This design comes from an exercise in tuning for small area on the open sky130 flow, not from production work. In this exercise RTL edits were held to simulation tests only and were not proved equivalent to the original. The flow treats the clock pin as an ideal source, which a real chip does not have. Power figures rest on the tool's default switching activity, not on a simulated workload.

===== flow/design.v =====
module psx_timebase (
    input  wire        clk,
    input  wire        rst,
    output wire [5:0]  ph,
    output wire [30:0] seq_hi,
    output wire        seq_odd,
    output wire        tick
);
    reg        first;
    reg [36:0] cnt;
    wire [37:0] c;
    wire [36:0] d;
    wire hold = first & ph[5] & ~ph[4];
    assign c[0] = ~hold;
    genvar i;
    generate
        for (i = 0; i < 36; i = i + 2) begin : g_pair
            psx_cnt_pair #(.RV((i == 4) ? 2'b11 : (i == 2) ? 2'b01 : 2'b00)) u_pair (
                .rst (rst),
                .q   (cnt[i+1:i]),
                .ci  (c[i]),
                .d   (d[i+1:i]),
                .co  (c[i+2])
            );
        end
    endgenerate
    psx_cnt_bit0 u_top (.rst(rst), .q(cnt[36]), .ci(c[36]), .d(d[36]), .co(c[37]));
    always @(posedge clk) begin
        cnt <= d;
        if (rst)
            first <= 1'b1;
        else if (hold)
            first <= 1'b0;
    end
    assign ph      = cnt[5:0];
    assign seq_hi  = cnt[36:6];
    assign seq_odd = ph[5] & ph[4] & (ph[3] | (ph[2] & ph[1] & ph[0]));
    assign tick    = (ph == 6'd51);
endmodule
module psx_cnt_bit0 (
    input  wire rst,
    input  wire q,
    input  wire ci,
    output wire d,
    output wire co
);
    assign co = q & ci;
    assign d  = ~(rst | co | ~(q | ci));
endmodule
module psx_cnt_pair #(
    parameter [1:0] RV = 2'b00
) (
    input  wire       rst,
    input  wire [1:0] q,
    input  wire       ci,
    output wire [1:0] d,
    output wire       co
);
    wire c1 = q[0] & ci;
    assign co = q[1] & c1;
    assign d[0] = RV[0] ? ~((~rst & c1) | (~rst & ~(q[0] | ci)))
                        : ~(rst | c1 | ~(q[0] | ci));
    assign d[1] = RV[1] ? ~((~rst & co) | (~rst & ~(q[1] | c1)))
                        : ~(rst | co | ~(q[1] | c1));
endmodule
module psx_producer (
    input  wire        clk,
    input  wire [13:0] pins,
    input  wire [5:0]  ph,
    output reg  [13:0] level
);
    always @(posedge clk) begin
        if (ph == 6'd52)
            level <= pins;
    end
endmodule
module psx_consumer (
    input  wire        clk,
    input  wire        rst,
    input  wire        rd_start,
    input  wire [5:0]  ph,
    input  wire        seq_odd,
    input  wire [13:0] level,
    output wire        rd_busy,
    output wire        rd_valid,
    output reg  [13:0] res
);
    localparam [3:0] C_NONE = 4'd0, C_DONE = 4'd1,
                     C_B1 = 4'd8,  C_B2 = 4'd9,  C_B3 = 4'd10, C_B4 = 4'd11,
                     C_B5 = 4'd12, C_B6 = 4'd13, C_B7 = 4'd14, C_B8 = 4'd15,
                     C_B9 = 4'd2,  C_B10 = 4'd3;
    reg [3:0] st, nx;
    wire ph_ok = ~seq_odd & (ph[5] | ph[4] | (ph[3] & (ph[2] | ph[1] | ph[0])));
    always @* begin
        case (st)
            C_NONE, C_DONE: nx = rd_start ? C_B1 : st;
            C_B1:  nx = C_B2;
            C_B2:  nx = C_B3;
            C_B3:  nx = C_B4;
            C_B4:  nx = C_B5;
            C_B5:  nx = C_B6;
            C_B6:  nx = C_B7;
            C_B7:  nx = C_B8;
            C_B8:  nx = C_B9;
            C_B9:  nx = C_B10;
            C_B10: nx = ph_ok ? C_DONE : C_B10;
            default: nx = C_NONE;
        endcase
    end
    always @(posedge clk) begin
        if (rst)
            st <= C_NONE;
        else
            st <= nx;
    end
    always @(posedge clk) begin
        if (!rd_valid && !(ph[5] & ph[4]))
            res <= level;
    end
    assign rd_valid = (st == C_DONE);
    assign rd_busy  = (st != C_NONE) && (st != C_DONE);
endmodule
module psx_annunciator (
    input  wire       clk,
    input  wire       rst,
    input  wire       tick,
    input  wire       st_valid,
    input  wire [2:0] st_code,
    output wire       indicator
);
    localparam [2:0] S_IDLE = 3'd0, S_READY = 3'd1, S_POLLING = 3'd2,
                     S_CONFIG = 3'd3, S_ERROR = 3'd4;
    reg  [2:0] status;
    reg  [5:0] m;
    reg  [2:0] u;
    reg  [2:0] k;
    wire set_change = st_valid && (st_code <= S_ERROR) && (st_code != status);
    wire m_end  = m[5] & m[4] & m[0];                  
    wire blinky = (status == S_POLLING) || (status == S_CONFIG);
    wire paused = k[2] & (k[1] | ~status[0]);          
    wire u_hit  = (status == S_READY) ? (u[1] & u[0]) :    
                  (status == S_ERROR) ? 1'b1 :             
                  !blinky             ? 1'b0 :             
                  paused              ? (u[2] & u[0])      
                                      : u[0];              
    wire fire = tick & m_end & u_hit;
    wire       m_clr = set_change | (tick & m_end);
    wire       u_clr = set_change | fire;
    wire [6:0] mc;
    wire [3:0] uc;
    wire [5:0] m_nx;
    wire [2:0] u_nx;
    assign mc[0] = tick;
    assign uc[0] = tick & m_end;
    genvar i;
    generate
        for (i = 0; i < 6; i = i + 2) begin : g_m
            psx_cnt_pair u_pair (.rst(m_clr), .q(m[i+1:i]), .ci(mc[i]), .d(m_nx[i+1:i]), .co(mc[i+2]));
        end
    endgenerate
    psx_cnt_pair u_u0 (.rst(u_clr), .q(u[1:0]), .ci(uc[0]), .d(u_nx[1:0]), .co(uc[2]));
    psx_cnt_bit0 u_u2 (.rst(u_clr), .q(u[2]), .ci(uc[2]), .d(u_nx[2]), .co(uc[3]));
    always @(posedge clk) begin
        m <= m_nx;
        u <= u_nx;
        if (rst | set_change)
            k <= 3'd0;
        else if (fire)
            k <= (blinky & paused) ? 3'd1 : k + 3'd1;
    end
    always @(posedge clk) begin
        if (rst)
            status <= S_IDLE;
        else if (set_change)
            status <= st_code;
    end
    assign indicator = k[0];
endmodule
module psx_snapshot_block (
    input  wire        clk,
    input  wire        rst,
    input  wire [13:0] pins,
    input  wire        rd_start,
    output wire        rd_busy,
    output wire        rd_valid,
    output wire [63:0] rd_data,
    input  wire        st_valid,
    input  wire [2:0]  st_code,
    output wire        indicator,
    output wire [31:0] seq_dbg
);
    wire [5:0]  ph;
    wire [30:0] seq_hi;
    wire        seq_odd;
    wire        tick;
    wire [13:0] level;
    wire [13:0] L;
    psx_timebase u_timebase (
        .clk     (clk),
        .rst     (rst),
        .ph      (ph),
        .seq_hi  (seq_hi),
        .seq_odd (seq_odd),
        .tick    (tick)
    );
    psx_producer u_producer (
        .clk   (clk),
        .pins  (pins),
        .ph    (ph),
        .level (level)
    );
    psx_consumer u_consumer (
        .clk      (clk),
        .rst      (rst),
        .rd_start (rd_start),
        .ph       (ph),
        .seq_odd  (seq_odd),
        .level    (level),
        .rd_busy  (rd_busy),
        .rd_valid (rd_valid),
        .res      (L)
    );
    psx_annunciator u_annunciator (
        .clk       (clk),
        .rst       (rst),
        .tick      (tick),
        .st_valid  (st_valid),
        .st_code   (st_code),
        .indicator (indicator)
    );
    assign rd_data[7:0]   = {L[10], L[9], L[11], L[8], L[12], 1'b1, 1'b1, L[13]};
    assign rd_data[15:8]  = {L[3], L[1], L[0], L[2], L[5], L[4], L[7], L[6]};
    assign rd_data[23:16] = {8{~L[6]}};
    assign rd_data[31:24] = {8{~L[7]}};
    assign rd_data[63:32] = 32'h80808080;
    assign seq_dbg = {seq_hi, seq_odd};
endmodule

===== flow/flow/run.sh =====
#!/bin/bash
# Own layout flow: the standard ORFS flow (standard.sh) with these changes:
#  - synthesis is the standard script (synth_recipe.tcl) with an area-oriented ABC
#    script for the combinational logic; registers are mapped exactly as in the
#    standard synthesis;
#  - the port buffers buffer_ports inserts are the smallest buffer, buf_1;
#  - tie cells are not duplicated per load;
#  - clock tree: no dummy loads; built from clkbuf_4, then the buffers whose
#    flip-flop clock pins would see a high slew are upsized (post_cts.tcl).
# Every tool's full output goes to the ORFS logs under orfs/logs and to
# own_flow.log in this folder.
set -euo pipefail
W=$(cd "$(dirname "$0")/.." && pwd)
F=$W/flow
cd "$W"
{
  printf 'proc abc {args} { set i [lsearch $args -script]; if {$i >= 0} { lset args [expr {$i+1}] %s }; yosys abc {*}$args }\n' "$F/abc_area.script"
  cat "$W/synth_recipe.tcl"
} > "$W/own_synth.tcl"
bash "$W/standard.sh" \
  SYNTH_SCRIPT="$W/own_synth.tcl" \
  BUFFER_PORTS_ARGS="-buffer_cell sky130_fd_sc_hd__buf_1" \
  SKIP_REPAIR_TIE_FANOUT=1 \
  CTS_ARGS="-sink_clustering_enable -repair_clock_nets -dont_use_dummy_load -buf_list sky130_fd_sc_hd__clkbuf_4" \
  POST_CTS_TCL="$F/post_cts.tcl" \
  finish > "$W/own_flow.log" 2>&1

===== flow/flow/abc_area.script =====
strash
ifraig
&get -n
&deepsyn -T 20
&put
strash
&get -n
&dch -f
&nf -R 1000
&put
topo

===== flow/flow/post_cts.tcl =====
estimate_parasitics -placement
set limit 0.112
set up {}
foreach pin [get_pins -hierarchical */CLK] {
  set worst 0
  foreach a {max min} { foreach e {rise fall} {
    set s [get_property $pin slew_${a}_$e]
    if {$s > $worst} { set worst $s }
  } }
  if {$worst > $limit} {
    set drv [get_pins -of_objects [get_nets -of_objects $pin] -filter "direction == output"]
    foreach d $drv {
      set inst [get_property $d full_name]
      set inst [string range $inst 0 [expr {[string last / $inst] - 1}]]
      if {[lsearch $up $inst] < 0} { lappend up $inst }
    }
  }
}
foreach inst $up {
  set c [get_cells $inst]
  set m [get_property $c ref_name]
  puts "post_cts: $inst ($m) drives a clock pin with slew over [expr {$limit * 1000}] ps"
  if {$m eq "sky130_fd_sc_hd__clkbuf_4"} {
    replace_cell $inst sky130_fd_sc_hd__clkbuf_8
  }
}
if {[llength $up]} {
  detailed_placement
  estimate_parasitics -placement
}

===== flow/standard.sh =====
#!/bin/bash
# synth_recipe.tcl (not shown) runs the flow's synth.tcl, then flattens the netlist and writes it again
# the make line also repeats each setting of config.mk as NAME=value (left out here)
make -C /OpenROAD-flow-scripts/flow DESIGN_CONFIG=/design/flow/config.mk WORK_HOME=/design/flow/orfs CLKGATE_MAP_FILE= SYNTH_SCRIPT=/design/flow/synth_recipe.tcl "${@:-finish}"

===== flow/config.mk =====
export PLATFORM = sky130hd
export DESIGN_NAME = psx_snapshot_block
export DESIGN_NICKNAME = psx_snapshot_block
export VERILOG_FILES = /design/flow/design.v
export SDC_FILE = /design/flow/constraint.sdc
export NUM_CORES = 4
export LEC_CHECK = 0
export CAP_MARGIN = 20
export CORE_MARGIN = 2
export CORE_UTILIZATION = 40
export SLEW_MARGIN = 20
export SYNTH_HIERARCHICAL = 1

===== flow/constraint.sdc =====
create_clock -name core_clock -period 10.0 [get_ports {clk}]
set_input_delay 2.0000 -clock core_clock [delete_from_list [all_inputs] [get_ports {clk}]]
set_output_delay 2.0000 -clock core_clock [all_outputs]
set_load 0.01 [all_outputs]

==> results.yml, run 1 <==
floorplanning:
  die_w_microns: 96.5
  fp-row-count: 33
  coreArea_sq_um: 8260
  die-area_sq_um: 9310
  initial_core_util: 0.414
  io-pin-count: 120
  die_h_microns: 96.5
sta:
  fmax_mhz: 179
  final.min_clock_period_ns: 5.59
  final-hold-violation-count: 0
  worst_pin_slew_ns: 0.786
  rsz0062_at_grt: "false"
  slew_viol_final: 0
  post-route-period-util: 0.559
  setup_tns_ns: 0
  setup_viol: 0
  holdWs_ns: 0.405
  skew_ns: 0.0337
  slew_headroom: 0.476
  layout_setup_ws_ns: 4.41
placement:
  place_area_sq_um: 3520
  placed_cells: 465
  port_buffers: 85
  hpwl_microns: 3950
  routabilityCongestion: 0.732
  post-place-ws_ns: 4.52
worst_setup_path:
  slowest_delay_ns: 0.48
  cp_common_cell: "and3_1"
  reg2reg_to: "u_timebase.cnt[36]"
  end_kind: "flip-flop"
  rrSetupSlack_ns: 4.41
  cp-start-kind: "flip-flop"
  critPathTopFamily: "simple AND/OR/NAND/NOR gates"
  required_ns: 10.23
  crit_buf_inv: 0
  crit_arrival_ns: 5.83
  reg2regPathDepth: 21
  slowest_stage: "dfxtp_1"
  path_max_fanout: 8
  crit_chain: "nand3b_1 > and3_1 > and3_1 > and3_1 > and3_1 > and3_1 > and3_1 > and3_1 > and3_1 > and3_1 > and3_1 > and3_1 > and3_1 > and3_1 > and3_1 > and3_1 > and3_1 > and3_1 > and3_1 > and2_0 > nor3_1"
  worstSetupPathType: "reg -> reg"
  worstReg2RegStart: "u_timebase.cnt[4]"
hold_path:
  hp-start: "u_producer.level[2]"
  hold_path_class: "reg -> reg"
  hold_end: "u_consumer.res[2]"
  hold_depth: 0
cells_and_area:
  areaGrowthSynthToFinish_pct: 5.67
  final_area_sq_um: 3610
  nets: 394
  antenna_cells: 0
  stdcell_count: 475
  layout-drive-gt1-share: 0.0351
  fin_util: 0.438
yosys:
  synth_most_common_cell: "dfxtp_1"
  avgSynthCellArea_sq_um: 10.6
  yosysUniqueCellTypes: 34
  synth_edf_count: 28
  ys.flop_type: "dfxtp_1"
  yosysSeqAreaShare: 0.579
  async_flop_share: 0
  yosysWarnings: 10
  yosysTopAreaCell: "dfxtp_1"
  syn_area_sq_um: 3420
  synth_top_area_frac: 0.334
  synth_nets: 345
  ys_top_cells_by_area: "dfxtp_1 33%, edfxtp_1 25%, buf_4 11%"
  synth_seq_cells: 85
  synthCells: 323
  netlist_top_cells_count: "57 x dfxtp_1, 49 x a21oi_1, 49 x buf_4, 28 x edfxtp_1, 26 x nor3_1"
route:
  met2_length_microns: 2440
  routedWlPerCell_microns: 11.8
  drtIter0Drc: 121
  drt_wl_total_microns: 5600
  wl_met1_microns: 2540
  wl_met3_microns: 570
  dr.pass1.iters: 4
  ant_nets: 0
  drc: 0
  vias: 2373
  routed_via_density: 5.00
  top_layer: "met4"
power:
  p_leak_nw: 1.31
  power.density_nw_per_um2: 155
  vdd_drop_max_uv: 81.4
  comb_power_share: 0.060
  power_mw: 0.560
  p_sw_mw: 0.126
  clkPwrFrac: 0.272
  p_int_mw: 0.434
  swShare: 0.224
  p_seq_frac: 0.668
global_route:
  antenna_found_initial: 0
  grt_pass1_wl_microns: 8820
  grt.overflow.total: 0
  grt_pass1_vias: 1978
  grt.total_usage: 0.123
  grt_max_degree: 43
run_status:
  outcome: "finished clean"
clock_tree:
  clock-sinks: 85
  clk_pin_slew_ns: 0.11
  clock_latency_ns: 0.41
  cts_tree: "built"
run:
  drv_cap: 0
-- Yosys stat by module (local to each module, per instance), excerpt --
module / copies in the design / flops+latches / area, sq um / cells
psx_timebase: 1 / 38 / 800 / 45
psx_producer: 1 / 14 / 434 / 16
psx_cnt_bit0: 2 / 0 / 15.0 / 3
psx_annunciator: 1 / 15 / 520 / 55
psx_cnt_pair: 4 / 0 / 28.8 / 5
psx_snapshot_block: 1 / 0 / 383 / 53
psx_consumer: 1 / 18 / 613 / 38
-- final cells by class --
cell class | count | area [sq um]
inverters | 10 | 37.5
multi-input cells | 179 | 1040
well taps | 105 | 131
repair buffers | 87 | 339
flip-flops and latches | 85 | 1980
fillers | 816 | 4640
clock buffers | 9 | 86.3
-- power groups by stage --
stage               Clock, mW  Sequential [mW]  Combinational [mW]
global route            0.171            0.375              0.0388
finish                  0.152            0.374              0.0337
global placement            0            0.382              0.0325
floorplan                   0            0.381              0.0325
detailed placement          0            0.382              0.0327
-- logic make-up after synthesis --
kind of cell,count (synthesis),share of synthesized area
AO/OA/AOI/OAI,90,0.157
flip-flops,85,0.579
XOR/XNOR,4,0.0102
AND/OR/NAND/NOR,82,0.129
other,2,0.00220
buffers and inverters,59,0.119
adder cells (fa/ha/maj),1,0.00366
-- per-layer routing --
layer | track usage | vias up
met5 | 0 | -
met4 | 0.0364 | 0
met3 | 0.0597 | 6
met2 | 0.186 | 89
met1 | 0.155 | 1068
li1 | - | 1210
-- registers in the layout, summed over array words and instances, names as in the netlist --
| register | flops |
|---|---|
| u_annunciator.k | 3 |
| u_annunciator.m | 6 |
| u_annunciator.status | 3 |
| u_annunciator.u | 3 |
| u_consumer.res | 14 |
| u_consumer.st | 4 |
| u_producer.level | 14 |
| u_timebase.cnt | 37 |
| u_timebase.first | 1 |
-- placed cells by master, fill, tap and decap left out, types with 2 or more instances in the layout --
cell type and instances:
buf_1 84, dfxtp_1 57, a21oi_1 49, edfxtp_1 28
nor3_1 25, and3_1 23, o21a_1 21, clkinv_1 10
nor2_1 9, o21ai_0 8, nand2_1 8, clkbuf_4 6
nand2b_1 3, a31oi_1 3, and2_0 3, xnor2_1 3
clkbuf_8 3, conb_1 2, nand3_1 2, nor2b_1 2
a22o_1 2
-- worst reg2reg max path, cell delays in order (launching register included) --
cell and delay [ns]:
dfxtp_1 0.48, nand3b_1 0.23, and3_1 0.25, and3_1 0.25, and3_1 0.25, and3_1 0.25, and3_1 0.26, and3_1 0.25
and3_1 0.26, and3_1 0.26, and3_1 0.26, and3_1 0.26, and3_1 0.25, and3_1 0.26, and3_1 0.25, and3_1 0.25
and3_1 0.25, and3_1 0.25, and3_1 0.25, and3_1 0.21, and2_0 0.13, nor3_1 0.05
-- how the worst max path moves through the flow --
stage | start | cells after the start | endpoint
global placement | u_timebase.cnt[4] | 21 | u_timebase.cnt[36]
floorplan | u_timebase.cnt[4] | 21 | u_timebase.cnt[36]
finish | u_timebase.cnt[4] | 21 | u_timebase.cnt[36]
detailed placement | u_timebase.cnt[4] | 21 | u_timebase.cnt[36]
global route | u_timebase.cnt[4] | 21 | u_timebase.cnt[36]
==> run 2: changes to the inputs <==
--- a/flow/design.v
+++ b/flow/design.v
@@ -137,11 +137,12 @@
     wire set_change = st_valid && (st_code <= S_ERROR) && (st_code != status);
     wire m_end  = m[5] & m[4] & m[0];                  
-    wire blinky = (status == S_POLLING) || (status == S_CONFIG);
+    wire is_err   = status[2];                         
+    wire blinky   = status[1];                         
+    wire is_ready = ~status[1] & status[0];            
     wire paused = k[2] & (k[1] | ~status[0]);          
-    wire u_hit  = (status == S_READY) ? (u[1] & u[0]) :    
-                  (status == S_ERROR) ? 1'b1 :             
-                  !blinky             ? 1'b0 :             
-                  paused              ? (u[2] & u[0])      
-                                      : u[0];              
+    wire u_hit  = is_err   ? 1'b1 :                    
+                  blinky   ? (paused ? (u[2] & u[0])   
+                                     : u[0])           
+                           : (is_ready & u[1] & u[0]); 
     wire fire = tick & m_end & u_hit;
     wire       m_clr = set_change | (tick & m_end);
--- a/flow/config.mk
+++ b/flow/config.mk
@@ -9,4 +9,5 @@
 export CORE_MARGIN = 2
 export CORE_UTILIZATION = 40
+export PLACE_DENSITY = 0.92
 export SLEW_MARGIN = 20
 export SYNTH_HIERARCHICAL = 1
==> run 2 against run 1 <==
Against the previous run:
- non-clock buffer count rose by 1
- still clean
- synthesized cell count fell by 0.62%
- total power is essentially flat
- critical path type unchanged
- combinational power is essentially flat
- global-route usage rose by 0.51 points
- via count up 0.97%
- sequential cell count stayed put
==> results.yml, run 2 <==
cells_and_area:
  areaGrowthSynthToFinish_pct: 5.97
  layout-drive-gt1-share: 0.0379
  antenna_cells: 0
  final_cell_mix: "84 x buf_1, 57 x dfxtp_1, 48 x a21oi_1, 28 x edfxtp_1, 26 x nor3_1"
  regMostFlops: "u_timebase.cnt"
  top_regs: "u_timebase.cnt (37), u_consumer.res (14), u_producer.level (14)"
  largest_reg_flops: 37
  final_common_cell: "buf_1"
  stdcell_count: 474
  nets: 393
yosys:
  ys_top_cells_by_area: "dfxtp_1 33%, edfxtp_1 25%, buf_4 11%"
  netlist_top_cells_count: "57 x dfxtp_1, 49 x buf_4, 48 x a21oi_1, 28 x edfxtp_1, 27 x nor3_1"
  synth_edf_count: 28
  yosysUniqueCellTypes: 36
  synth_seq_cells: 85
  synthCells: 321
  yosysSeqAreaShare: 0.580
  ys.flop_type: "dfxtp_1"
  synth_nets: 343
  syn_area_sq_um: 3420
  yosysWarnings: 10
  yosysTopAreaCell: "dfxtp_1"
  async_flop_share: 0
  avgSynthCellArea_sq_um: 10.6
  synth_most_common_cell: "dfxtp_1"
  synth_top_area_frac: 0.334
power:
  vdd_drop_max_uv: 102
  p_leak_nw: 1.34
  power.density_nw_per_um2: 155
  power_mw: 0.560
floorplanning:
  fp-row-count: 33
  die_h_microns: 96.4
  io-pin-count: 120
  coreArea_sq_um: 8260
  die_w_microns: 96.4
  initial_core_util: 0.414
  die-area_sq_um: 9290
route:
  routedWlPerCell_microns: 12.3
  drc: 0
  ant_nets: 0
  vias: 2396
  dr.pass1.iters: 4
  drtIter0Drc: 48
  drt_wl_total_microns: 5850
  routed_via_density: 5.05
sta:
  post-route-period-util: 0.566
  slew_headroom: 0.479
  setup_tns_ns: 0
  worst_pin_slew_ns: 0.775
  final.min_clock_period_ns: 5.66
  layout_setup_ws_ns: 4.34
  skew_ns: 0.0312
  rsz0062_at_grt: "false"
  fmax_mhz: 177
  holdWs_ns: 0.421
  setup_viol: 0
  slew_viol_final: 0
  final-hold-violation-count: 0
placement:
  post-place-ws_ns: 4.50
  routabilityCongestion: 0.727
  hpwl_microns: 4320
  placed_cells: 464
  port_buffers: 85
worst_setup_path:
  reg2regPathDepth: 21
  cp.depth: 21
  worstSetupPathType: "reg -> reg"
  crit_buf_inv: 0
  cp_common_cell: "and3_1"
  path_max_fanout: 8
  critPathTopFamily: "simple AND/OR/NAND/NOR gates"
  cp-start-kind: "flip-flop"
  crit_chain: "nand3b_1 > and3_1 > and3_1 > and3_1 > and3_1 > and3_1 > and3_1 > and3_1 > and3_1 > and3_1 > and3_1 > and3_1 > and3_1 > and3_1 > and3_1 > and3_1 > and3_1 > and3_1 > and3_1 > and2_0 > nor3_1"
  slowest_stage: "dfxtp_1"
  crit_arrival_ns: 5.92
  end_kind: "flip-flop"
  required_ns: 10.26
  slowest_delay_ns: 0.48
global_route:
  grt_max_degree: 44
  grt_pass1_wl_microns: 9160
  grt_pass1_vias: 2180
  antenna_found_initial: 0
  grt.overflow.total: 0
  grt.total_usage: 0.128
run:
  drv_cap: 0
clock_tree:
  clock-sinks: 85
  clock_latency_ns: 0.42
  clk_pin_slew_ns: 0.10
  cts_tree: "built"
hold_path:
  hold_depth: 0
  hold_path_class: "reg -> reg"
run_status:
  outcome: "finished clean"
-- run 2: worst paths after layout --
path	start	to	slack, ns
min	u_producer.level[11]	u_consumer.res[11]	0.42
max reg2reg	u_timebase.cnt[4]	u_timebase.cnt[36]	4.34
min reg2reg	u_producer.level[11]	u_consumer.res[11]	0.42
max	u_timebase.cnt[4]	u_timebase.cnt[36]	4.34
-- run 2: report_power, final --
group | total [mW] | switching (mW) | internal, mW
registers | 0.374 | 0.00559 | 0.369
logic | 0.0334 | 0.0227 | 0.0107
clock network | 0.153 | 0.0938 | 0.0587
total | 0.560 | 0.122 | 0.438
-- run 2: area by class of cell --
cell class,count,area (sq um)
Multi-Input combinational cell,178,1040
Fill cell,811,4640
Timing Repair Buffer,88,343
Clock buffer,9,92.6
Sequential cell,85,1980
Inverter,9,33.8
Tap cell,105,131
-- run 2: cells by family (layout without fill, tap and decap cells) --
family                   count (synthesis)  after routing  share of synthesized area
adder cells (fa/ha/maj)                  1              1                    0.00366
flip-flops                              85             85                      0.580
buffers and inverters                   58            106                      0.118
other                                    2              2                    0.00220
AND/OR/NAND/NOR                         84             84                      0.132
AO/OA/AOI/OAI                           87             87                      0.154
XOR/XNOR                                 4              4                     0.0103
-- run 2: modules after synthesis (local to each module, per instance), excerpt --
module / cell area [sq um] / cells
psx_annunciator: 515 / 53
psx_cnt_bit0: 15.0 / 3
psx_cnt_pair: 28.8 / 5
psx_consumer: 613 / 38
psx_producer: 434 / 16
psx_snapshot_block: 383 / 53
psx_timebase: 800 / 45
-- run 2: through the flow --
stage	area, sq um	utilization
6_report	3620	0.438
3_3_place_gp	3520	0.426
2_1_floorplan	3420	-
3_5_place_dp	3520	0.426
5_1_grt	3620	0.438
-- run 2: worst register-to-register path, cell delays in order (launching register included) --
cell	delay, ns
dfxtp_1	0.48
nand3b_1	0.23
and3_1	0.26
and3_1	0.25
and3_1	0.26
and3_1	0.26
and3_1	0.26
and3_1	0.27
and3_1	0.26
and3_1	0.26
and3_1	0.26
and3_1	0.25
and3_1	0.25
and3_1	0.27
and3_1	0.26
and3_1	0.25
and3_1	0.27
and3_1	0.25
and3_1	0.25
and3_1	0.21
and2_0	0.13
nor3_1	0.05
-- run 2: routing by layer --
layer	GRT usage	share of wire	vias to the layer above
met5	0	0	-
met4	0.0469	0.014	0
met3	0.0512	0.085	10
met2	0.226	0.48	87
met1	0.137	0.42	1088
li1	-	-	1211
==> run 3: changes to the inputs <==
--- a/flow/config.mk
+++ b/flow/config.mk
@@ -9,5 +9,5 @@
 export CORE_MARGIN = 2
 export CORE_UTILIZATION = 40
-export PLACE_DENSITY = 0.92
+export PLACE_DENSITY = 0.8
 export SLEW_MARGIN = 20
 export SYNTH_HIERARCHICAL = 1
==> run 3 against run 2 <==
Against the previous run:
- clock skew down 0.0011 ns
- sequential cell count unchanged
- sequential power about the same
- combinational power down 1%
- non-clock buffer count down 2
- register-to-register slack better by 0.02 ns
- first-iteration DRC count up 25%
- still clean
- via count down 0.75%
- cell count down 0.42%
==> results.yml, run 3 <==
run_status:
  outcome: "finished clean"
global_route:
  antenna_found_initial: 0
  grt_pass1_wl_microns: 9060
  grt.total_usage: 0.126
  grt.overflow.total: 0
  grt_max_degree: 44
  grt_pass1_vias: 2113
worst_setup_path:
  path_max_fanout: 8
  worstSetupPathType: "reg -> reg"
  crit_chain: "nand3b_1 > and3_1 > and3_1 > and3_1 > and3_1 > and3_1 > and3_1 > and3_1 > and3_1 > and3_1 > and3_1 > and3_1 > and3_1 > and3_1 > and3_1 > and3_1 > and3_1 > and3_1 > and3_1 > and2_0 > nor3_1"
  cp-start-kind: "flip-flop"
  cp_common_cell: "and3_1"
  required_ns: 10.25
  crit_buf_inv: 0
  cp.depth: 21
  slowest_delay_ns: 0.46
  critPathTopFamily: "simple AND/OR/NAND/NOR gates"
  end_kind: "flip-flop"
  slowest_stage: "dfxtp_1"
  crit_arrival_ns: 5.89
  reg2regPathDepth: 21
power:
  power.density_nw_per_um2: 156
  p_leak_nw: 1.33
  vdd_drop_max_uv: 101
sta:
  slew_headroom: 0.460
  slew_viol_final: 0
  holdWs_ns: 0.412
  setup_viol: 0
  fmax_mhz: 177
  setup_tns_ns: 0
  skew_ns: 0.0301
  final.min_clock_period_ns: 5.64
  rsz0062_at_grt: "false"
  post-route-period-util: 0.564
  final-hold-violation-count: 0
  worst_pin_slew_ns: 0.810
yosys:
  yosysUniqueCellTypes: 36
  synth_most_common_cell: "dfxtp_1"
  yosysWarnings: 10
  ys.flop_type: "dfxtp_1"
  netlist_top_cells_count: "57 x dfxtp_1, 49 x buf_4, 48 x a21oi_1, 28 x edfxtp_1, 27 x nor3_1"
  async_flop_share: 0
  ys_top_cells_by_area: "dfxtp_1 33%, edfxtp_1 25%, buf_4 11%"
  synth_edf_count: 28
  synth_seq_cells: 85
  yosysTopAreaCell: "dfxtp_1"
  yosysSeqAreaShare: 0.580
  avgSynthCellArea_sq_um: 10.6
  synthCells: 321
  syn_area_sq_um: 3420
  synth_top_area_frac: 0.334
  synth_nets: 343
route:
  ant_nets: 0
  routedWlPerCell_microns: 12.4
  drc: 0
  vias: 2378
  drtIter0Drc: 60
  drt_wl_total_microns: 5860
  dr.pass1.iters: 4
  routed_via_density: 5.04
hold_path:
  hold_depth: 0
  hold_path_class: "reg -> reg"
cells_and_area:
  areaGrowthSynthToFinish_pct: 5.71
  antenna_cells: 0
  final_cell_mix: "84 x buf_1, 57 x dfxtp_1, 48 x a21oi_1, 28 x edfxtp_1, 26 x nor3_1"
  largest_reg_flops: 37
  regMostFlops: "u_timebase.cnt"
  fill_cells: 796
  ff_latch_area_sq_um: 1980
  multi_input_area_sq_um: 1040
  final_common_cell: "buf_1"
  top_regs: "u_timebase.cnt (37), u_consumer.res (14), u_producer.level (14)"
  nets: 391
  layout-drive-gt1-share: 0.0327
floorplanning:
  initial_core_util: 0.414
  die-area_sq_um: 9290
  coreArea_sq_um: 8260
  io-pin-count: 120
  die_h_microns: 96.4
  die_w_microns: 96.4
  fp-row-count: 33
clock_tree:
  clock_latency_ns: 0.42
  cts_tree: "built"
  clock-sinks: 85
  clk_pin_slew_ns: 0.09
placement:
  hpwl_microns: 4250
  routabilityCongestion: 0.822
  port_buffers: 85
run:
  drv_cap: 0
==> run 3: cell count changes in the layout (fill, tap and decap cells not counted) <==
cell | before | now
nor3_4 | 0 | 1
buf_4 | 3 | 1
nor3_2 | 1 | 0
==> run 3: through the flow <==
step / util / area [sq um] / setup WS [ns] / power [mW] / cells
floorplan: - / 3420 / 5.09 / 0.413 / 321
global placement: 0.425 / 3510 / 4.73 / 0.413 / 463
detailed placement: 0.425 / 3510 / 4.50 / 0.415 / 463
global route: 0.437 / 3610 / 3.85 / 0.590 / 472
finish: 0.437 / 3610 / 4.36 / 0.563 / 472
==> run 3: final cells by class <==
| class | count | share of cell area |
|---|---|---|
| Timing Repair Buffer | 86 | 0.0908 |
| Clock buffer | 9 | 0.0256 |
| Multi-Input combinational cell | 178 | 0.289 |
| Sequential cell | 85 | 0.549 |
| Tap cell | 105 | 0.0364 |
| Inverter | 9 | 0.00936 |
==> run 3: kinds of logic after synthesis <==
kind of cell | after synthesis | share of synthesized area
AO/OA/AOI/OAI | 87 | 0.154
XOR/XNOR | 4 | 0.0103
adder cells (fa/ha/maj) | 1 | 0.00366
buffers and inverters | 58 | 0.118
flip-flops | 85 | 0.580
other | 2 | 0.00220
AND/OR/NAND/NOR | 84 | 0.132
==> run 3: final timing paths <==
path	start	to	slack (ns)
setup / recovery	u_timebase.cnt[4]	u_timebase.cnt[36]	4.36
setup reg to reg	u_timebase.cnt[4]	u_timebase.cnt[36]	4.36
hold reg to reg	u_producer.level[12]	u_consumer.res[12]	0.41
hold / removal	u_producer.level[12]	u_consumer.res[12]	0.41
==> run 3: per-module statistics from Yosys, one instance, submodules excluded, excerpt <==
module	copies in the design	cell area, sq um	flip-flops and latches
psx_annunciator	1	515	15
psx_cnt_pair	4	28.8	0
psx_producer	1	434	14
psx_cnt_bit0	2	15.0	0
psx_snapshot_block	1	383	0
psx_consumer	1	613	18
psx_timebase	1	800	38
==> run 3: metal layers <==
layer  part of all wire  global-route usage  routed length (microns)  vias up
met5                  0                   0                        0        -
met4             0.0096              0.0458                       56        0
met3              0.083              0.0473                      487        7
met2               0.49               0.220                     2850       82
met1               0.42               0.140                     2470     1079
li1                   -                   -                        -     1210
==> run 3: power by group <==
group	switching (mW)	total (mW)	internal (mW)
Combinational	0.0229	0.0330	0.0101
Clock	0.0968	0.156	0.0588
Sequential	0.00557	0.374	0.369
==> run 4: changes to the inputs <==
--- a/flow/design.v
+++ b/flow/design.v
@@ -133,25 +133,24 @@
     reg  [2:0] status;
     reg  [5:0] m;
-    reg  [2:0] u;
-    reg  [2:0] k;
+    reg  [4:0] p;
     wire set_change = st_valid && (st_code <= S_ERROR) && (st_code != status);
-    wire m_end  = m[5] & m[4] & m[0];                  
-    wire is_err   = status[2];                         
+    wire m_end = m[5] & m[4] & m[0];                   
+    wire unit  = tick & m_end;                         
+    wire is_err   = status[2];
     wire blinky   = status[1];                         
-    wire is_ready = ~status[1] & status[0];            
-    wire paused = k[2] & (k[1] | ~status[0]);          
-    wire u_hit  = is_err   ? 1'b1 :                    
-                  blinky   ? (paused ? (u[2] & u[0])   
-                                     : u[0])           
-                           : (is_ready & u[1] & u[0]); 
-    wire fire = tick & m_end & u_hit;
-    wire       m_clr = set_change | (tick & m_end);
-    wire       u_clr = set_change | fire;
+    wire is_conf  = status[1] & status[0];
+    wire is_ready = ~status[1] & status[0];
+    wire p_last = is_err   ? p[0] :                             
+                  is_ready ? (p[2] & p[1] & p[0]) :             
+                  is_conf  ? (p[4] & p[0]) :                    
+                  blinky   ? (p[3] & p[2] & p[0]) : 1'b0;       
+    wire       m_clr = set_change | unit;
+    wire       p_clr = set_change | (unit & p_last);
     wire [6:0] mc;
-    wire [3:0] uc;
+    wire [5:0] pc;
     wire [5:0] m_nx;
-    wire [2:0] u_nx;
+    wire [4:0] p_nx;
     assign mc[0] = tick;
-    assign uc[0] = tick & m_end;
+    assign pc[0] = unit & ~p_last;
     genvar i;
     generate
@@ -160,13 +159,11 @@
         end
     endgenerate
-    psx_cnt_pair u_u0 (.rst(u_clr), .q(u[1:0]), .ci(uc[0]), .d(u_nx[1:0]), .co(uc[2]));
-    psx_cnt_bit0 u_u2 (.rst(u_clr), .q(u[2]), .ci(uc[2]), .d(u_nx[2]), .co(uc[3]));
+    psx_cnt_pair u_p0 (.rst(p_clr), .q(p[1:0]), .ci(pc[0]), .d(p_nx[1:0]), .co(pc[2]));
+    psx_cnt_pair u_p2 (.rst(p_clr), .q(p[3:2]), .ci(pc[2]), .d(p_nx[3:2]), .co(pc[4]));
+    psx_cnt_bit0 u_p4 (.rst(p_clr), .q(p[4]),   .ci(pc[4]), .d(p_nx[4]),   .co(pc[5]));
+    wire p_restart = unit & p_last & blinky & ~set_change;
     always @(posedge clk) begin
         m <= m_nx;
-        u <= u_nx;
-        if (rst | set_change)
-            k <= 3'd0;
-        else if (fire)
-            k <= (blinky & paused) ? 3'd1 : k + 3'd1;
+        p <= {p_nx[4:2], p_nx[1] | p_restart, p_nx[0]};
     end
     always @(posedge clk) begin
@@ -176,5 +173,8 @@
             status <= st_code;
     end
-    assign indicator = k[0];
+    assign indicator = is_err   ? p[0] :
+                       is_ready ? p[2] :
+                       is_conf  ? (p[1] & ~(p[3] & p[2])) :
+                       blinky   ? (p[1] & ~p[3]) : 1'b0;
 endmodule
 module psx_snapshot_block (
--- a/flow/config.mk
+++ b/flow/config.mk
@@ -8,5 +8,5 @@
 export CAP_MARGIN = 20
 export CORE_MARGIN = 2
-export CORE_UTILIZATION = 40
+export CORE_UTILIZATION = 60
 export PLACE_DENSITY = 0.8
 export SLEW_MARGIN = 20
==> run 4 against run 3 <==
Against the previous run:
- still clean
- count of clock-buffer cells in the layout did not move
- design area down 2.3%
- non-clock buffer count increased by 1
- die area down 33%
- largest power group unchanged
- register-to-register slack hardly changed
==> results.yml, run 4 <==
yosys:
  synthCells: 319
  yosysUniqueCellTypes: 34
  synth_edf_count: 28
  ys_top_cells_by_area: "dfxtp_1 33%, edfxtp_1 25%, buf_4 11%"
  yosysSeqAreaShare: 0.579
  yosysTopAreaCell: "dfxtp_1"
  synth_seq_cells: 84
  synth_top_area_frac: 0.331
  synth_most_common_cell: "dfxtp_1"
  syn_area_sq_um: 3390
  ys.flop_type: "dfxtp_1"
  synth_nets: 340
  yosysWarnings: 10
  netlist_top_cells_count: "56 x dfxtp_1, 49 x buf_4, 47 x a21oi_1, 28 x edfxtp_1, 26 x nor3_1"
  async_flop_share: 0
  avgSynthCellArea_sq_um: 10.6
worst_setup_path:
  cp-start-kind: "flip-flop"
  end_kind: "flip-flop"
  worstSetupPathType: "reg -> reg"
  crit_arrival_ns: 5.91
  required_ns: 10.26
  rrSetupSlack_ns: 4.35
  path_max_fanout: 8
route:
  routed_via_density: 5.33
  drt_wl_total_microns: 5470
  routedWlPerCell_microns: 12.5
  vias: 2336
  dr.pass1.iters: 5
  ant_nets: 0
  drc: 0
  drtIter0Drc: 112
global_route:
  grt_pass1_vias: 2101
  grt.total_usage: 0.184
  grt_max_degree: 43
  grt_pass1_wl_microns: 8840
  antenna_found_initial: 0
  grt.overflow.total: 0
floorplanning:
  coreArea_sq_um: 5470
  die_h_microns: 79.1
  fp-row-count: 27
  io-pin-count: 120
  die_w_microns: 79.1
  initial_core_util: 0.619
  die-area_sq_um: 6260
cells_and_area:
  regMostFlops: "u_timebase.cnt"
  multi_input_area_sq_um: 1030
  largest_reg_flops: 37
  layout-drive-gt1-share: 0.0328
  final_cell_mix: "85 x buf_1, 56 x dfxtp_1, 47 x a21oi_1, 28 x edfxtp_1, 25 x nor3_1"
  fill_cells: 439
  top_regs: "u_timebase.cnt (37), u_consumer.res (14), u_producer.level (14)"
  areaGrowthSynthToFinish_pct: 4.18
  ff_latch_area_sq_um: 1960
  final_area_sq_um: 3530
  antenna_cells: 0
  final_common_cell: "buf_1"
  nets: 389
sta:
  setup_viol: 0
  fmax_mhz: 177
  slew_headroom: 0.337
  final-hold-violation-count: 0
  holdWs_ns: 0.421
  worst_pin_slew_ns: 0.988
  post-route-period-util: 0.565
  slew_viol_final: 0
  skew_ns: 0.0254
  rsz0062_at_grt: "false"
  final.min_clock_period_ns: 5.65
  setup_tns_ns: 0
power:
  power.density_nw_per_um2: 155
  p_leak_nw: 1.31
  vdd_drop_max_uv: 87.1
clock_tree:
  cts_tree: "built"
  clk_pin_slew_ns: 0.10
  clock-sinks: 84
  clock_latency_ns: 0.41
placement:
  hpwl_microns: 3870
  routabilityCongestion: 0.780
  place_area_sq_um: 3450
  port_buffers: 85
run_status:
  outcome: "finished clean"
run:
  drv_cap: 0
hold_path:
  hold_path_class: "reg -> reg"
## run 4: changes by cell type after synthesis, sizes merged, moves of 2 or more
cell	change
nand2b	-2
nor2	+2
clkinv	-2
mux2i	+2
a22o	-2
a31oi	-2
nand2	+3
## run 4: layer usage
metal	track usage	wire (microns)
met5	0	0
met4	0.109	114
met3	0.0625	420
met2	0.303	2490
met1	0.207	2450
## run 4: per-stage QoR
| step | setup WS, ns | instances | power, mW | utilization |
|---|---|---|---|---|
| final | 4.35 | 438 | 0.547 | 0.644 |
| after global routing | 3.91 | 438 | 0.572 | 0.644 |
| after detailed placement | 4.53 | 429 | 0.411 | 0.630 |
| after global placement | 4.76 | 429 | 0.409 | 0.630 |
| after floorplan | 5.09 | 319 | 0.410 | - |
## run 4: cell type report
cell class | count | share of cell area
clock buffers | 9 | 0.0227
inverters | 7 | 0.00745
multi-input cells | 179 | 0.293
flip-flops and latches | 84 | 0.556
well taps | 72 | 0.0255
repair buffers | 87 | 0.0947
## run 4: worst max-delay path, cell delays in order, from the launching register on
cell,delay [ns]
dfxtp_1,0.47
nand3b_1,0.23
and3_1,0.27
and3_1,0.25
and3_1,0.25
and3_1,0.25
and3_1,0.28
and3_1,0.29
and3_1,0.27
and3_1,0.27
and3_1,0.26
and3_1,0.25
and3_1,0.25
and3_1,0.25
and3_1,0.25
and3_1,0.25
and3_1,0.26
and3_1,0.25
and3_1,0.25
and3_1,0.21
and2_0,0.13
nor3_1,0.05
## run 4: cell families after synthesis
family                 synth area share
buffers and inverters             0.116
flip-flops                        0.579
AND/OR/NAND/NOR                   0.133
XOR/XNOR                         0.0103
AO/OA/AOI/OAI                     0.153
other                           0.00222
multiplexers                    0.00591
## run 4: path summary, 6_finish.rpt
path,from,endpoint,cells past startpoint
setup / recovery,u_timebase.cnt[4],u_timebase.cnt[36],21
hold / removal,u_producer.level[3],u_consumer.res[3],0
setup reg to reg,u_timebase.cnt[4],u_timebase.cnt[36],21
hold reg to reg,u_producer.level[3],u_consumer.res[3],0
## run 4: report_power, final
group	switching, mW	total (mW)	internal, mW
combinational	0.0228	0.0327	0.00990
clock	0.0939	0.144	0.0504
sequential	0.00559	0.370	0.365
total	0.122	0.547	0.425
## run 4: Yosys stat by module, one instance, submodules excluded, a selection
module | cells | flops+latches
psx_timebase | 45 | 38
psx_cnt_bit0 | 3 | 0
psx_producer | 16 | 14
psx_cnt_pair | 5 | 0
psx_snapshot_block | 53 | 0
psx_consumer | 38 | 18
psx_annunciator | 46 | 14
==> run 5: changes to the inputs <==
--- a/flow/config.mk
+++ b/flow/config.mk
@@ -8,5 +8,5 @@
 export CAP_MARGIN = 20
 export CORE_MARGIN = 2
-export CORE_UTILIZATION = 60
+export CORE_UTILIZATION = 40
 export PLACE_DENSITY = 0.8
 export SLEW_MARGIN = 20
==> run 5 against run 4 <==
Against the previous run:
- combinational power hardly changed
- highest routed layer unchanged
- first-iteration DRC count fell by 47%
- critical path depth stayed put
- routed wire length rose by 1.3%
- sequential cell count is the same
- register-to-register slack better by 0.04 ns
- synthesized cell count did not move
- still clean on timing, DRC and antenna
==> results.yml, run 5 <==
floorplanning:
  io-pin-count: 120
  die_w_microns: 96
  die_h_microns: 96
  initial_core_util: 0.412
  die-area_sq_um: 9220
  fp-row-count: 33
  coreArea_sq_um: 8220
placement:
  routabilityCongestion: 0.794
  hpwl_microns: 4180
  port_buffers: 85
  post-place-ws_ns: 4.50
  place_area_sq_um: 3480
  placed_cells: 461
cells_and_area:
  final_common_cell: "buf_1"
  layout-drive-gt1-share: 0.0329
  antenna_cells: 0
  final_area_sq_um: 3570
  largest_reg_flops: 37
  top_regs: "u_timebase.cnt (37), u_consumer.res (14), u_producer.level (14)"
  fin_util: 0.434
  nets: 388
  stdcell_count: 470
  regMostFlops: "u_timebase.cnt"
  final_cell_mix: "84 x buf_1, 56 x dfxtp_1, 47 x a21oi_1, 28 x edfxtp_1, 25 x nor3_1"
  areaGrowthSynthToFinish_pct: 5.40
clock_tree:
  cts_tree: "built"
  clock-sinks: 84
  clk_pin_slew_ns: 0.10
  clock_latency_ns: 0.40
yosys:
  yosysUniqueCellTypes: 34
  synth-simple-area-share: 0.133
  avgSynthCellArea_sq_um: 10.6
  synthMuxAreaShare: 0.00591
  synth_compound_area_frac: 0.153
  synth_top_family_by_area: "compound AO/OA/AOI/OAI gates"
  netlist_top_cells_count: "56 x dfxtp_1, 49 x buf_4, 47 x a21oi_1, 28 x edfxtp_1, 26 x nor3_1"
  synth_fa_ha_area_frac: 0
  synth_top_area_frac: 0.331
  async_flop_share: 0
  synth-xor-area-share: 0.0103
  synth_edf_count: 28
  synth_nets: 340
  ys_top_cells_by_area: "dfxtp_1 33%, edfxtp_1 25%, buf_4 11%"
  ys.flop_type: "dfxtp_1"
  yosysWarnings: 10
  yosysSeqAreaShare: 0.579
  yosysTopAreaCell: "dfxtp_1"
  synth_seq_cells: 84
  synthCells: 319
  syn_area_sq_um: 3390
  synth_most_common_cell: "dfxtp_1"
global_route:
  grt_pass1_vias: 2100
  grt_pass1_wl_microns: 8960
  antenna_found_initial: 0
  grt.overflow.total: 0
  grt_max_degree: 43
  grt.total_usage: 0.124
worst_setup_path:
  rrSetupSlack_ns: 4.39
  path_max_fanout: 8
  required_ns: 10.24
  crit_arrival_ns: 5.85
  cp-start-kind: "flip-flop"
  end_kind: "flip-flop"
  worstSetupPathType: "reg -> reg"
sta:
  final.min_clock_period_ns: 5.61
  slew_headroom: 0.334
  rsz0062_at_grt: "false"
  setup_tns_ns: 0
  final-hold-violation-count: 0
  skew_ns: 0.0286
  worst_pin_slew_ns: 0.994
  post-route-period-util: 0.561
  fmax_mhz: 178
  slew_viol_final: 0
  holdWs_ns: 0.422
  setup_viol: 0
  layout_setup_ws_ns: 4.39
route:
  drc: 0
  routed_via_density: 5.11
  routedWlPerCell_microns: 11.8
  drt_wl_total_microns: 5540
  vias: 2400
  ant_nets: 0
  dr.pass1.iters: 4
  drtIter0Drc: 59
hold_path:
  hold_path_class: "reg -> reg"
power:
  p_leak_nw: 1.31
  power.density_nw_per_um2: 154
  power_mw: 0.550
  vdd_drop_max_uv: 127
run:
  drv_cap: 0
run_status:
  outcome: "finished clean"
-- run 5: where the power goes --
group	switching (mW)	internal, mW
clock network	0.0919	0.0546
registers	0.00571	0.365
logic	0.0228	0.00975
-- run 5: final timing paths --
| check | cells after the start | to | start |
|---|---|---|---|
| worst min-delay path | 0 | u_consumer.res[11] | u_producer.level[11] |
| worst max-delay path | 21 | u_timebase.cnt[36] | u_timebase.cnt[4] |
| worst min register to register | 0 | u_consumer.res[11] | u_producer.level[11] |
| worst max register to register | 21 | u_timebase.cnt[36] | u_timebase.cnt[4] |
-- run 5: kinds of logic (layout without fill, tap and decap cells) --
family          after synthesis  after routing
xor+xnor                      4              4
simple gates                 86             86
flops                        84             84
compound gates               85             85
mux                           2              2
buf+inv                      56            102
other cells                   2              2
-- run 5: modules after synthesis, one instance, submodules excluded, a selection --
| module | cells inside | copies in the design |
|---|---|---|
| psx_timebase | 45 | 1 |
| psx_consumer | 38 | 1 |
| psx_annunciator | 46 | 1 |
| psx_producer | 16 | 1 |
| psx_snapshot_block | 53 | 1 |
| psx_cnt_pair | 5 | 5 |
| psx_cnt_bit0 | 3 | 2 |
-- run 5: per-layer routing --
metal / global-route usage / wire (microns) / vias up / share of wire
li1: - / - / 1210 / -
met4: 0.0405 / 51 / 0 / 0.0092
met5: 0 / 0 / - / 0
met3: 0.0501 / 380 / 8 / 0.069
met1: 0.143 / 2400 / 1107 / 0.43
met2: 0.209 / 2720 / 75 / 0.49
-- run 5: layout make-up --
cell class / instances / area [sq um]
clock buffers: 9 / 86.3
fillers: 805 / 4650
inverters: 7 / 26.3
multi-input cells: 179 / 1030
flip-flops and latches: 84 / 1960
well taps: 105 / 131
repair buffers: 86 / 328
-- run 5: critical path, cell delays in order (launching register included) --
cell,delay (ns)
dfxtp_1,0.46
nand3b_1,0.22
and3_1,0.26
and3_1,0.24
and3_1,0.26
and3_1,0.26
and3_1,0.25
and3_1,0.25
and3_1,0.26
and3_1,0.26
and3_1,0.26
and3_1,0.26
and3_1,0.26
and3_1,0.26
and3_1,0.26
and3_1,0.25
and3_1,0.26
and3_1,0.26
and3_1,0.25
and3_1,0.21
and2_0,0.13
nor3_1,0.05

[re-timing with driven ports]
In the flow no input, the clock included, has a driving cell. The finished layouts below were timed again as built, in two steps.
Step 1: set_driving_cell puts a clkbuf_16 on clk and a buf_2 on each other input, an assumption about the parent block.
Step 2 also shifts input and output timing later by t, the mid clock arrival at the registers, as if the neighbouring blocks saw the same clock.
a / b / c = ideal ports / drivers / drivers and shift; a / b = the first two.
run	t, ns	setup slack, ns	worst hold slack (ns)	worst setup path at the end	pins driven straight from the clock port
run 1	0.418	4.409 / 4.409 / 4.409	0.405 / 0.405 / 0.405	register to register	1
run 2	0.424	4.344 / 4.344 / 4.344	0.421 / 0.421 / 0.421	register to register	1
run 3	0.430	4.363 / 4.364 / 4.364	0.412 / 0.412 / 0.412	register to register	1
run 4	0.422	4.349 / 4.349 / 4.349	0.421 / 0.421 / 0.421	register to register	1
run 5	0.411	4.390 / 4.390 / 4.390	0.422 / 0.422 / 0.422	register to register	1
After both steps every run listed still meets setup and hold.
